What follows belongs to an exercise in optimizing a design on an open flow for small area, a short achievable clock period and few clock cycles per item; a production flow would make more cautious choices. The RTL was checked by simulation tests, not by an equivalence proof against the original design. Power and IR drop assume default switching activity.

raven:
## rgb_ir_block
module rgb_ir_block (
    input  wire        clk,
    input  wire        rst,           
    input  wire        op_valid,
    output wire        op_ready,
    input  wire [31:0] op_word,
    output reg         res_valid,     
    output reg  [7:0]  res_data,
    output wire        ir_valid,      
    output wire        ir_repeat,
    output wire [15:0] ir_addr,
    output wire [7:0]  ir_cmd,
    output wire [9:0]  duty_r,        
    output wire [9:0]  duty_g,
    output wire [9:0]  duty_b,
    output wire [2:0]  ch_en,
    output wire        gen_run,
    output wire        frame_ready,
    output reg         refused
);
    wire [3:0] op      = op_word[31:28];
    wire       z27_17  = (op_word[27:17] == 11'd0);
    wire       z16     = !op_word[16];
    wire       z15_8   = (op_word[15:8] == 8'd0);
    wire       z7_0    = (op_word[7:0] == 8'd0);
    wire       z27_8   = z27_17 && z16 && z15_8;
    wire       z27_0   = z27_8 && z7_0;
    wire is_out_write = (op_word[31:30] == 2'b11);
    wire is_edge      = (op == 4'h1) && z27_17;
    wire is_tick      = (op == 4'h2) && z27_17 && z16;
    wire is_deframe   = (op == 4'h3) && z27_0;
    wire is_enq       = (op == 4'h4) && z27_8;
    wire is_deq       = (op == 4'h5) && z27_0;
    wire is_rollover  = (op == 4'h6) && z27_0;
    wire is_drain     = (op == 4'h7) && z27_0;
  ...
For scale: ~2400 cells after synthesis, roughly 290 flip-flops.
Settings: LEC_CHECK=0, ABC_AREA=1, CAP_MARGIN=20, CORE_MARGIN=2, CORE_UTILIZATION=40, PLACE_DENSITY=0.75, SETUP_SLACK_MARGIN=4.0, SLEW_MARGIN=20, SYNTH_MEMORY_MAX_BITS=65536, TNS_END_PERCENT=100; clock period 6.5 ns.
standard.sh (not shown) runs the stock make flow with config.mk's settings and CLKGATE_MAP_FILE= SYNTH_SCRIPT=/design/flow/synth_recipe.tcl, a recipe that flattens the netlist after the stock synthesis.
==> flow/flow/run.sh <==
#!/bin/bash
# The standard layout, except that the port buffers that buffer_ports
# inserts are plain buf_2 cells rather than the delay cells it picks by
# default. make's full output goes to standard.log; ORFS keeps each tool's
# log under orfs/logs/.
set -euo pipefail
export BUFFER_PORTS_ARGS="-buffer_cell sky130_fd_sc_hd__buf_2"
bash standard.sh > standard.log 2>&1
Testbench counts of raven, summed over its fixed seeds: cycles 167,566, ops 160,000.
diff inputs: raven => willow
Settings: changing SETUP_SLACK_MARGIN from 4.0 to 4.2; removing PLACE_DENSITY (formerly 0.75).
Findings:
Comparing routing usage on met2 for raven and willow, the bigger number came from willow.
willow falls short of raven in first-pass GRT wire length.
Routed wire length per instance: willow vs raven up 2.5%
willow against raven: final cycle utilization of the critical path saw an increase, final non-filler cell total saw an increase, signed area change from the synthesized netlist to the final layout saw an increase.
The inputs of yarrow differ from those of willow as listed below.
Settings: a change of SETUP_SLACK_MARGIN from 4.2 to 3.6; a deleted TNS_END_PERCENT that had been 100.
==> flow/run.sh (new file) <==
#!/bin/bash
# synth_recipe.tcl (not shown) runs the flow's synth.tcl, then flattens the netlist and writes it again
# the make line also repeats each setting of config.mk as NAME=value (left out here)
make -C /OpenROAD-flow-scripts/flow DESIGN_CONFIG=/design/flow/config.mk WORK_HOME=/design/flow/orfs CLKGATE_MAP_FILE= SYNTH_SCRIPT=/design/flow/synth_recipe.tcl finish
removed: flow/flow/run.sh
removed: flow/standard.sh
### Flow results
- yarrow has final area below what willow had.
- Delta(count of plain and timing-repair buffers, yarrow - willow) < 0
- Total setup buffers inserted after CTS (yarrow / willow): 0.25
- yarrow vs willow, clock share of power went up by 3.1 points.
- Maximum cell stage delay along the critical path for yarrow is higher than for willow.
- Tightest slew margin relative to the limit improves in yarrow relative to willow.
- Comparing willow against yarrow, there is no change at all in area after synthesis.
- yarrow vs. willow: clock buffer count went down by about 6%.
- In yarrow, the fraction of area in registers came out 2.8 points above the value in willow.
### yarrow -> maple
Settings: swapping 40 for 60 in CORE_UTILIZATION; putting TNS_END_PERCENT at 0 where nothing was set; swapping 3.6 for 4.0 in SETUP_SLACK_MARGIN.
### Flow results
Compared with yarrow, maple improves power.
Per the comparison of maple with yarrow, number of non-filler instances in the completed layout lost 187, critical path data arrival time now smaller, area of all placed cells without fillers now smaller.
Here is what was changed in the inputs of fjord compared with maple.
Settings: a change of CORE_UTILIZATION from 60 to 40.
==> flow/flow/run.sh (new file) <==
#!/bin/bash
# The standard layout, except that the port buffers that buffer_ports
# inserts are plain buf_2 cells rather than the delay cells it picks by
# default. make's full output goes to standard.log; ORFS keeps each tool's
# log under orfs/logs/.
set -euo pipefail
export BUFFER_PORTS_ARGS="-buffer_cell sky130_fd_sc_hd__buf_2"
bash standard.sh > standard.log 2>&1
==> flow/standard.sh (new file) <==
#!/bin/bash
# synth_recipe.tcl (not shown) runs the flow's synth.tcl, then flattens the netlist and writes it again
# the make line also repeats each setting of config.mk as NAME=value (left out here)
make -C /OpenROAD-flow-scripts/flow DESIGN_CONFIG=/design/flow/config.mk WORK_HOME=/design/flow/orfs CLKGATE_MAP_FILE= SYNTH_SCRIPT=/design/flow/synth_recipe.tcl "${@:-finish}"
removed: flow/run.sh
==> comparison <==
- fjord: detailed-route wire length is 12% higher than what maple reported.
- Between fjord and maple, it is fjord whose met2 demand-to-capacity share in global routing is lower, by 13 points.
- maple has higher non-clock buffer instance count of the final layout than fjord.
- [fjord] wire length per cell after detailed routing rose about 5.5% relative to maple
- fjord ends up with a number of CTS-inserted buffers that is 5 higher than in maple.
- Looking at overall power after layout, fjord sits above maple.
- Re buffer depth of the longest clock path: no difference whatsoever between maple and fjord.
- Overall via count from detail_route: fjord < maple
- Width of the chip, fjord and maple: higher on fjord
- Compared with maple, fjord shows final cell count higher by about 6%.
- For maple, the launching element of the worst setup path was u_out.comm_g[8]$_SDFFE_PP0P_, unlike fjord, where it was u_out.p0[4]$_SDFFE_PP0P_.
- Looking at post-route met1 wirelength, fjord sits above maple.

========
Starting RTL as in the previous note.
==> flow/config.mk <==
export PLATFORM = sky130hd
export DESIGN_NAME = rgb_ir_block
export DESIGN_NICKNAME = rgb_ir_block
export VERILOG_FILES = /design/flow/design.v
export SDC_FILE = /design/flow/constraint.sdc
export NUM_CORES = 4
export LEC_CHECK = 0
export ABC_AREA = 1
export CAP_MARGIN = 20
export CORE_MARGIN = 2
export CORE_UTILIZATION = 60
export SETUP_SLACK_MARGIN = 4.0
export SLEW_MARGIN = 20
export SYNTH_MEMORY_MAX_BITS = 65536
export TNS_END_PERCENT = 100
==> flow/constraint.sdc <==
create_clock -name core_clock -period 6.5 [get_ports {clk}]
set_input_delay 1.3000 -clock core_clock [delete_from_list [all_inputs] [get_ports {clk}]]
set_output_delay 1.3000 -clock core_clock [all_outputs]
set_load 0.01 [all_outputs]
run.sh (not shown) runs the stock make flow with config.mk's settings and CLKGATE_MAP_FILE= SYNTH_SCRIPT=/design/flow/synth_recipe.tcl, a recipe that flattens the netlist after the stock synthesis.
Stock flow here: none of the scripts above is used.
The first run completed with no timing, DRC or antenna violations.
Testbench counts at the start, summed over its fixed seeds: cycles 167,566, ops 160,000.
Then changed:
==> flow/flow/run.sh (new file) <==
#!/bin/bash
# The standard layout, except that the port buffers that buffer_ports
# inserts are plain buf_1 cells rather than the delay cells it picks by
# default. make's full output goes to standard.log; ORFS keeps each tool's
# log under orfs/logs/.
set -euo pipefail
export BUFFER_PORTS_ARGS="-buffer_cell sky130_fd_sc_hd__buf_1"
bash standard.sh > standard.log 2>&1
==> flow/standard.sh (new file) <==
#!/bin/bash
# synth_recipe.tcl (not shown) runs the flow's synth.tcl, then flattens the netlist and writes it again
# the make line also repeats each setting of config.mk as NAME=value (left out here)
make -C /OpenROAD-flow-scripts/flow DESIGN_CONFIG=/design/flow/config.mk WORK_HOME=/design/flow/orfs CLKGATE_MAP_FILE= SYNTH_SCRIPT=/design/flow/synth_recipe.tcl "${@:-finish}"
--- a/flow/config.mk
+++ b/flow/config.mk
@@ -11 +11 @@
-export CORE_UTILIZATION = 60
+export CORE_UTILIZATION = 40
removed: flow/run.sh
Worst hold slack is about the same.
Total power went up by 1.2%.
Final area goes down by about 2.3%.
Synthesized cell count is unchanged.
Via count came out lower by about 9%.
Critical path depth grows by 6.
Area after synthesis does not change.

========
## build 79
rgb_ir_block again, from the RTL that the note above started with.
Design rgb_ir_block, start of the top module:
module rgb_ir_block (
    input  wire        clk,
    input  wire        rst,           
    input  wire        op_valid,
    output wire        op_ready,
    input  wire [31:0] op_word,
    output reg         res_valid,     
    output reg  [7:0]  res_data,
    output wire        ir_valid,      
    output wire        ir_repeat,
    output wire [15:0] ir_addr,
    output wire [7:0]  ir_cmd,
    output wire [9:0]  duty_r,        
    output wire [9:0]  duty_g,
    output wire [9:0]  duty_b,
    output wire [2:0]  ch_en,
    output wire        gen_run,
    output wire        frame_ready,
    output reg         refused
);
    wire [3:0] op      = op_word[31:28];
    wire       z27_17  = (op_word[27:17] == 11'd0);
    wire       z16     = !op_word[16];
    wire       z15_8   = (op_word[15:8] == 8'd0);
    wire       z7_0    = (op_word[7:0] == 8'd0);
    wire       z27_8   = z27_17 && z16 && z15_8;
    wire       z27_0   = z27_8 && z7_0;
    wire is_out_write = (op_word[31:30] == 2'b11);
    wire is_edge      = (op == 4'h1) && z27_17;
    wire is_tick      = (op == 4'h2) && z27_17 && z16;
    wire is_deframe   = (op == 4'h3) && z27_0;
    wire is_enq       = (op == 4'h4) && z27_8;
    wire is_deq       = (op == 4'h5) && z27_0;
    wire is_rollover  = (op == 4'h6) && z27_0;
    wire is_drain     = (op == 4'h7) && z27_0;
    wire is_pwr_off   = (op == 4'h8) && z27_0;
    wire is_pwr_on    = (op == 4'h9) && z27_0;
  ...
==> flow/config.mk <==
export PLATFORM = sky130hd
export DESIGN_NAME = rgb_ir_block
export DESIGN_NICKNAME = rgb_ir_block
export VERILOG_FILES = /design/flow/design.v
export SDC_FILE = /design/flow/constraint.sdc
export NUM_CORES = 4
export LEC_CHECK = 0
export ABC_AREA = 1
export CAP_MARGIN = 20
export CORE_MARGIN = 2
export CORE_UTILIZATION = 40
export SETUP_SLACK_MARGIN = 4.0
export SLEW_MARGIN = 20
export SYNTH_MEMORY_MAX_BITS = 65536
export TNS_END_PERCENT = 30
==> flow/constraint.sdc <==
create_clock -name core_clock -period 6.5 [get_ports {clk}]
set_input_delay 1.3000 -clock core_clock [delete_from_list [all_inputs] [get_ports {clk}]]
set_output_delay 1.3000 -clock core_clock [all_outputs]
set_load 0.01 [all_outputs]
standard.sh (not shown) runs the stock make flow with config.mk's settings and CLKGATE_MAP_FILE= SYNTH_SCRIPT=/design/flow/synth_recipe.tcl, a recipe that flattens the netlist after the stock synthesis.
==> flow/flow/run.sh <==
#!/bin/bash
# The standard layout, except that the port buffers that buffer_ports
# inserts are plain buf_2 cells rather than the delay cells it picks by
# default. make's full output goes to standard.log; ORFS keeps each tool's
# log under orfs/logs/.
set -euo pipefail
export BUFFER_PORTS_ARGS="-buffer_cell sky130_fd_sc_hd__buf_2"
bash standard.sh > standard.log 2>&1
Testbench counts of build 79, summed over its fixed seeds: cycles 167,566, ops 160,000.
Here is what was changed in the inputs of build 85 compared with build 79.
-- flow/config.mk --
<<< build 79, line 11
export CORE_UTILIZATION = 40
export SETUP_SLACK_MARGIN = 4.0
>>> build 85, line 11
export CORE_UTILIZATION = 40
export CTS_CLUSTER_DIAMETER = 80
export CTS_CLUSTER_SIZE = 40
export SETUP_SLACK_MARGIN = 4.0
<<< build 79, line 14
export SYNTH_MEMORY_MAX_BITS = 65536
export TNS_END_PERCENT = 30
>>> build 85, line 16
export SYNTH_MEMORY_MAX_BITS = 65536
export TNS_END_PERCENT = 100
==> comparison <==
Re via count: build 85 and build 79 aren't equal, and the higher value belongs to build 85. [compare] base=build 79 new=build 85: relative contribution of combinational cells to total power rose 3.2 points, highest achievable clock rate saw an increase. Summary — global placer's final weighted congestion, build 85 relative to build 79: higher, by 0.38%. Clock slew at the register clock pins of the worst setup and hold paths: build 85 > build 79. Build 85 vs build 79: clock-buffer cell count down in build 85. Higher worst ir drop on vdd goes to build 79 over build 85. Compared with build 79, in build 85 count of multi-input gates ~0 delta, share of the clock period used by the worst path -0.88 points. Comparing build 85 and build 79, post-route minimum period is lower on build 85.
Setup changes, build 85 to build 4
==> flow/run.sh (new file) <==
#!/bin/bash
# synth_recipe.tcl (not shown) runs the flow's synth.tcl, then flattens the netlist and writes it again
# the make line also repeats each setting of config.mk as NAME=value (left out here)
make -C /OpenROAD-flow-scripts/flow DESIGN_CONFIG=/design/flow/config.mk WORK_HOME=/design/flow/orfs CLKGATE_MAP_FILE= SYNTH_SCRIPT=/design/flow/synth_recipe.tcl finish
-- flow/config.mk --
<<< build 85, line 11
export CORE_UTILIZATION = 40
export CTS_CLUSTER_DIAMETER = 80
export CTS_CLUSTER_SIZE = 40
export SETUP_SLACK_MARGIN = 4.0
export SLEW_MARGIN = 20
export SYNTH_MEMORY_MAX_BITS = 65536
export TNS_END_PERCENT = 100
>>> build 4, line 11
export CORE_UTILIZATION = 40
export SETUP_SLACK_MARGIN = 4.3
export SLEW_MARGIN = 20
export SYNTH_MEMORY_MAX_BITS = 65536
export TNS_END_PERCENT = 20
removed: flow/flow/run.sh
removed: flow/standard.sh
==> comparison <==
- Each of the runs, namely build 85 and build 4, reached the end of the flow and came out clean.
- Summary: with build 85 as the reference, internal cell power in build 4 moved up by more than 10%.
- Build 85 -> build 4: final instance area increased by a few percent
- Per the comparison of build 4 with build 85, layout clock buffer count rose about 130%; fraction of power spent switching nets went down by 3.5 points.
- On utilization: between build 85 and build 4, it ends up higher for build 4.
- [compare] base=build 85 new=build 4: power spent charging and discharging nets has increased, power after layout rose 12%.
- In the reports for build 85 and build 4, the larger routed wire length belongs to build 4.

========
rgb_ir_block again, from the RTL that the note above started with.
Settings: LEC_CHECK=0, ABC_AREA=1, CAP_MARGIN=20, CORE_MARGIN=2, CORE_UTILIZATION=40, SETUP_SLACK_MARGIN=4.0, SLEW_MARGIN=20, SYNTH_MEMORY_MAX_BITS=65536, TNS_END_PERCENT=100; clock period 6.5 ns.
==> flow/flow/run.sh <==
#!/bin/bash
# The standard layout, except that the port buffers that buffer_ports
# inserts are plain buf_2 cells rather than the delay cells it picks by
# default. make's full output goes to standard.log; ORFS keeps each tool's
# log under orfs/logs/.
set -euo pipefail
export BUFFER_PORTS_ARGS="-buffer_cell sky130_fd_sc_hd__buf_2"
bash standard.sh > standard.log 2>&1
Testbench counts at the start, summed over its fixed seeds: cycles 167,566, ops 160,000.
Then changed:
==> flow/run.sh (new file) <==
#!/bin/bash
# synth_recipe.tcl (not shown) runs the flow's synth.tcl, then flattens the netlist and writes it again
# the make line also repeats each setting of config.mk as NAME=value (left out here)
make -C /OpenROAD-flow-scripts/flow DESIGN_CONFIG=/design/flow/config.mk WORK_HOME=/design/flow/orfs CLKGATE_MAP_FILE= SYNTH_SCRIPT=/design/flow/synth_recipe.tcl finish
SETUP_SLACK_MARGIN = 3.8   (was 4.0)
TNS_END_PERCENT = default   (was 100)
removed: flow/flow/run.sh
removed: flow/standard.sh
Clock skew drops by 0.0093 ns.
Maximum frequency drops by 4.1%.
Hold slack gets worse by 0.0048 ns.
Cell count climbs by 0.68%.
Sequential cell count is unchanged.
Area after synthesis is unchanged.
Sequential share of layout area drops by 0.33 points.
Total power climbs by 2.6%.
Non-clock buffer count climbs by 18.
Cell area climbs by 0.86%.
Routed wire length climbs by 0.70%.
Then changed:
SETUP_SLACK_MARGIN = 4.0   (was 3.8)
What happened:
- final area climbs by 7.2%
- critical path depth rises by 7
- die area is unchanged
- count of clock-buffer cells in the layout increases by 6
- worst setup slack improved by 0.067 ns
- core utilization increases by 3.6 points

========
== the reference run ==
rgb_ir_block, a different RTL version from the one above (not shown whole).
For scale: about 2300 cells after synthesis, ~290 flip-flops, about 17000 µm² of cells after synthesis.
clock: 6.5 ns
lec_check: 0
abc_area: 1
cap_margin: 20
core_margin: 2
core_utilization: 40
setup_slack_margin: 4.0
slew_margin: 20
synth_memory_max_bits: 65536
tns_end_percent: 0
run.sh (not shown) runs the stock make flow with config.mk's settings and CLKGATE_MAP_FILE= SYNTH_SCRIPT=/design/flow/synth_recipe.tcl, a recipe that flattens the netlist after the stock synthesis.
Stock flow here: none of the scripts above is used.
Testbench counts of the reference run, summed over its fixed seeds: cycles 167,566, ops 160,000.
Edits applied to the flow inputs when going from the reference run to the trial run:
- removing TNS_END_PERCENT (formerly 0)
==> comparison <==
- Relative to the reference run, maximum frequency has increased by 6.6% in the trial run.
- The reference run → the trial run: final cycle utilization of the critical path now smaller, number of antenna violations at the first check in global routing comparable, number of cells upsized or downsized after cts now larger, met2 track utilization from global routing now larger.
- Global placement routability congestion, the reference run and the trial run: larger value in the reference run
- Total via count after detailed routing deteriorates in the trial run relative to the reference run.
- Taking the reference run as the reference, in the trial run data required time at the worst endpoint now sits lower, final wirelength has increased, non-filler instance count after layout went up by 83.

## what the ideal ports hide
In the flow no input, the clock included, has a driving cell. The finished layouts below were timed again as built, in two steps. Step 1: set_driving_cell puts a clkbuf_16 on clk and a buf_2 on each other input, an assumption about the parent block. Step 2 adds t to the input delays and takes it off the output delays; t is the mean of the earliest and latest rising clock arrival at the registers after step 1. Input paths then give back, and output paths get back, about the clock's delay inside the block. a / b / c = ideal / step 1 / step 2; a / b = the first two.
| run | t, ns | setup slack, ns | slew at the worst register clock pin (ns) |
|---|---|---|---|
| raven | 0.599 | 3.863 / 3.892 / 3.293 | 0.07 / 0.07 |
| willow | 0.609 | 3.814 / 3.819 / 3.210 | 0.06 / 0.06 |
| yarrow | 0.602 | 3.542 / 3.542 / 3.058 | 0.07 / 0.07 |
| maple | 0.605 | 3.673 / 3.620 / 3.123 | 0.07 / 0.07 |
| fjord | 0.585 | 3.759 / 3.759 / 3.260 | 0.06 / 0.06 |
| the first run of note 2 | 0.611 | 3.463 / 3.487 / 2.876 | 0.07 / 0.07 |
| the second run of note 2 | 0.578 | 3.786 / 3.789 / 3.215 | 0.06 / 0.06 |
| build 79 | 0.631 | 3.811 / 3.824 / 3.193 | 0.06 / 0.06 |
| build 85 | 0.575 | 3.868 / 3.880 / 3.305 | 0.11 / 0.11 |
| build 4 | 0.613 | 3.862 / 3.862 / 3.304 | 0.06 / 0.06 |
| the first run of note 4 | 0.621 | 3.928 / 3.928 / 3.341 | 0.07 / 0.07 |
| the second run of note 4 | 0.578 | 3.818 / 3.803 / 3.262 | 0.06 / 0.06 |
| the third run of note 4 | 0.583 | 3.885 / 3.890 / 3.308 | 0.06 / 0.06 |
| the reference run | 0.625 | 3.728 / 3.698 / 3.188 | 0.07 / 0.07 |
| the trial run | 0.631 | 3.900 / 3.917 / 3.302 | 0.06 / 0.06 |
After both steps setup and hold are still met in every run listed. For build 79, which loses most, drivers alone change the setup slack by +0.013 ns; drivers and shift together by -0.618 ns.
